This design comes from an exercise in tuning for a short achievable clock period and few clock cycles on the open sky130 flow, not from production work. RTL that was checked went through simulation tests only; none was proved equivalent to the original.

==> v7: inputs <==
Design jcpu8, start of the top module:
module jcpu8 (
    input  wire        clk,
    input  wire        rst,         
    input  wire        stall,       
    output wire [15:0] mem_addr,
    output wire        mem_we,
    output wire [7:0]  mem_wdata,
    input  wire [7:0]  mem_rdata,
    input  wire [7:0]  io0,
    output wire        io_event,
    output wire [7:0]  io_value,
    output wire        fault
);
==> flow/config.mk <==
export PLATFORM = sky130hd
export DESIGN_NAME = jcpu8
export DESIGN_NICKNAME = jcpu8
export VERILOG_FILES = /design/flow/design.v
export SDC_FILE = /design/flow/constraint.sdc
export NUM_CORES = 4
export LEC_CHECK = 0
export CAP_MARGIN = 20
export CORE_MARGIN = 2
export CORE_UTILIZATION = 25
export GPL_ROUTABILITY_DRIVEN = 1
export PLACE_DENSITY = 0.45
export SETUP_SLACK_MARGIN = 4.0
export SLEW_MARGIN = 20
export SYNTH_HIERARCHICAL = 1
export SYNTH_MINIMUM_KEEP_SIZE = 0
==> flow/constraint.sdc <==
create_clock -name core_clock -period 6.0 [get_ports {clk}]
set_input_delay 1.2000 -clock core_clock [delete_from_list [all_inputs] [get_ports {clk}]]
set_output_delay 1.2000 -clock core_clock [all_outputs]
set_load 0.01 [all_outputs]
run.sh (not shown) runs the stock make flow with config.mk's settings and CLKGATE_MAP_FILE= SYNTH_SCRIPT=/design/flow/synth_recipe.tcl, a recipe that flattens the netlist after the stock synthesis.
==> v14: changes against v7 <==
--- a/flow/design.v
+++ b/flow/design.v
@@ -176,63 +176,19 @@
     assign zr_e[1] = e2_we[1] ? res_z : rz_q[1];
     assign zr_e[2] = e2_we[2] ? res_z : rz_q[2];
     assign zr_e[3] = e2_we[3] ? res_z : rz_q[3];
     assign zr_e[4] = (e2_we[4] || e2_lda) ? res_z : rz_q[4];
     assign zr_e[5] = e2_we[5] ? res_z : e2_lda ? hi_z : rz_q[5];
     assign zr_e[6] = f_nz ? 1'b0 : e2_we[6] ? res_z : rz_q[6];
     wire        push_wait = f_nz && !imm;
-    localparam SCN = 8;
-    reg  [SCN-1:0]    sc_v;
-    reg  [16*SCN-1:0] sc_a;
-    reg  [8*SCN-1:0]  sc_d;
-    reg  [2:0]        sc_ptr;
-    reg               pop_hit;     
-    reg  [7:0]        pop_dat;
-    wire              sc_wr = active && pM && we_q;    
-    wire [SCN-1:0]    sc_mw, sc_mr;
-    wire [7:0]        sc_rd [0:SCN];
-    assign sc_rd[0] = 8'd0;
-    genvar gi;
-    generate
-        for (gi = 0; gi < SCN; gi = gi + 1) begin : g_sc
-            assign sc_mw[gi] = sc_v[gi] && sc_a[16*gi +: 16] == addr_q;
-            assign sc_mr[gi] = sc_v[gi] && sc_a[16*gi +: 16] == sp;
-            assign sc_rd[gi+1] = sc_rd[gi] | ({8{sc_mr[gi]}} & sc_d[8*gi +: 8]);
-            always @(posedge clk) begin
-                if (rst) begin
-                    sc_v[gi] <= 1'b0;
-                end else if (sc_wr) begin
-                    if (sc_mw[gi] || (!(|sc_mw) && sc_ptr == gi)) begin
-                        sc_v[gi]           <= 1'b1;
-                        sc_a[16*gi +: 16]  <= addr_q;
-                        sc_d[8*gi +: 8]    <= wd_q;
-                    end
-                end
-            end
-        end
-    endgenerate
-    always @(posedge clk) begin
-        if (rst) begin
-            sc_ptr  <= 3'd0;
-            pop_hit <= 1'b0;
-            pop_dat <= 8'd0;
-        end else begin
-            if (sc_wr && !(|sc_mw)) sc_ptr <= sc_ptr + 3'd1;
-            if (pF) begin
-                pop_hit <= |sc_mr;
-                pop_dat <= sc_rd[SCN];
-            end
-        end
-    end
-    wire        pop_fast = pA1 && c_pop && pop_hit;
     wire        go_ls  = pA2 && c_ls;
     wire        go_jnz = pA1 && c_jnz;
     wire [15:0] addr_early = pM ? ret_q :
                              (pA1 && c_push) ? sp_dec :
-                             (pA1 && c_pop && !pop_hit) ? sp : pc_inc;
+                             (pA1 && c_pop)  ? sp : pc_inc;
     wire        a_go   = !rst && active && adv;
     wire [15:0] addr_e = rst ? 16'd0 : a_go ? addr_early : addr_q;
     wire [15:0] addr_d;
     jcpu8_amux u_amux (.s_bus(a_go && go_ls && imm), .s_x(a_go && go_ls && !imm),
                        .s_j(a_go && go_jnz), .imm(imm), .zr(zr_e),
                        .hi(hi_nz), .any(any_nz),
                        .b(mem_rdata), .x(x_rd), .arg1(arg1), .x_a1(x_a1),
@@ -252,18 +208,17 @@
             if (pF) begin
                 if (io0 != io_prev) io_prev <= io0;
                 if (!op_def) faulted <= 1'b1;
                 pF <= 1'b0; pA1 <= 1'b1;
             end
             if (pA1 && adv) begin
                 pA1 <= 1'b0;
-                if (c_three)               pA2 <= 1'b1;
-                else if (c_jnz || pop_fast) pF <= 1'b1;
-                else                       pM  <= 1'b1;
-                if (pop_fast) sp <= sp_inc;
+                if (c_three)         pA2 <= 1'b1;
+                else if (c_jnz)      pF  <= 1'b1;
+                else                 pM  <= 1'b1;
             end
             if (pA2) begin
                 pA2 <= 1'b0;
                 if (c_ls) pM <= 1'b1;
                 else      pF <= 1'b1;
             end
             if (pM) begin
@@ -382,34 +337,33 @@
             if (e2_add)        rf <= f_add;
             else if (e2_we[6]) rf <= res_q;
             else if (e2_cmp)   rf <= cmp_q;
             e2_we  <= e1_v ? ex_we : 7'd0;
             e2_lda <= e1_v && ex_lda;
             e2_add <= e1_v && ex_add;
             e2_cmp <= e1_v && ex_cmp;
-            e1_v <= setup_alu || setup_ld || pop_fast;
+            e1_v <= setup_alu || setup_ld;
             if (setup_alu) begin
                 ex_we  <= (c_cmp || c_lda) ? 7'd0 : a1_sel[6:0];
                 ex_lda <= c_lda;
                 ex_add <= c_add;
                 ex_cmp <= c_cmp;
             end
-            if (setup_ld || pop_fast) begin
-                ex_we  <= pop_fast ? rd_sel[6:0] : ld_sel[6:0];
+            if (setup_ld) begin
+                ex_we  <= ld_sel[6:0];
                 ex_lda <= 1'b0;
                 ex_add <= 1'b0;
                 ex_cmp <= 1'b0;
             end
         end
     end
     wire [7:0] op2_d, wd_d;
     jcpu8_lmux u_op2 (.s_bus(!rst && ((setup_alu && imm) || setup_ld)),
                       .s_x(!rst && setup_alu && !imm),
-                      .b(mem_rdata), .x(x_rd),
-                      .e(rst ? 8'd0 : (active && pop_fast) ? pop_dat : op2_q), .o(op2_d));
+                      .b(mem_rdata), .x(x_rd), .e(rst ? 8'd0 : op2_q), .o(op2_d));
     jcpu8_lmux u_wd  (.s_bus(!rst && pA1 && imm), .s_x(!rst && pA1 && !imm),
                       .b(mem_rdata), .x(x_rd),
                       .e(rst ? 8'd0 : pA2 ? x_rf : wd_q), .o(wd_d));
     always @(posedge clk) begin
         op2_q <= op2_d;
         wd_q  <= wd_d;
     end
@@ -430,15 +384,15 @@
             ex_d_f    <= a1_sel[6];
             ex_d_inv  <= a1_sel[7];
             ex_s_reg  <= !imm;
             ex_s_lo   <= mem_rdata[2:0];
             ex_s_hi   <= hi_nz;
             ex_d_lo   <= arg1[2:0];
         end
-        if (setup_ld || (active && pop_fast)) begin
+        if (setup_ld) begin
             ex_sum <= 1'b0;
             ex_and <= 1'b0;
             ex_nor <= 1'b0;
         end
         end
     end
     always @(posedge clk) begin
Settings changed: CORE_UTILIZATION 25 to 35, GPL_TIMING_DRIVEN set to 1, PLACE_DENSITY 0.45 to 0.55, TNS_END_PERCENT set to 100.
==> summary.txt <==
Of v14 and v7, v14 has the higher register-to-register slack (gap 350 ps).
In v14 the via count is lower than in v7, by 32%.
Of v7 and v14, v7 has the higher non-clock buffer count (gap 228).
Wire length: v7 is larger than v14 (about 70%).
Testbench counts of v14, summed over its fixed seeds: cycles 172,034.
No functional check of the RTL was part of v7.

==> re-timing with driven ports <==
In the flow no input, the clock included, has a driving cell. The finished layouts below were timed again as built, in two steps.
Step 1 (the two cells are an assumption about what drives the block):
set clk [get_ports {clk}]
set_driving_cell -lib_cell sky130_fd_sc_hd__clkbuf_16 $clk
set_driving_cell -lib_cell sky130_fd_sc_hd__buf_2 [delete_from_list [all_inputs] $clk]
Step 2 times the ports against the registers' clock, not the clock port: input delays grow and output delays shrink by t, the midpoint of the rising clock arrivals with the driver on.
a / b / c = ideal / step 1 / step 2; a / b = the first two.
| run | t (ns) | setup slack, ns | worst setup path after step 2 | worst data-port slew with drivers (ns) | cell pins on the clock port's net |
|---|---|---|---|---|---|
| v7 | 0.710 | 3.224 / 3.220 / 2.832 | input to register | 0.25 | 1 |
| v14 | 0.647 | 3.559 / 3.502 / 2.855 | input to register | 0.23 | 1 |
After both steps every run listed still meets setup and hold. The setup slack of v14, which loses most, moves by -0.057 ns with the drivers and by -0.704 ns with both steps.
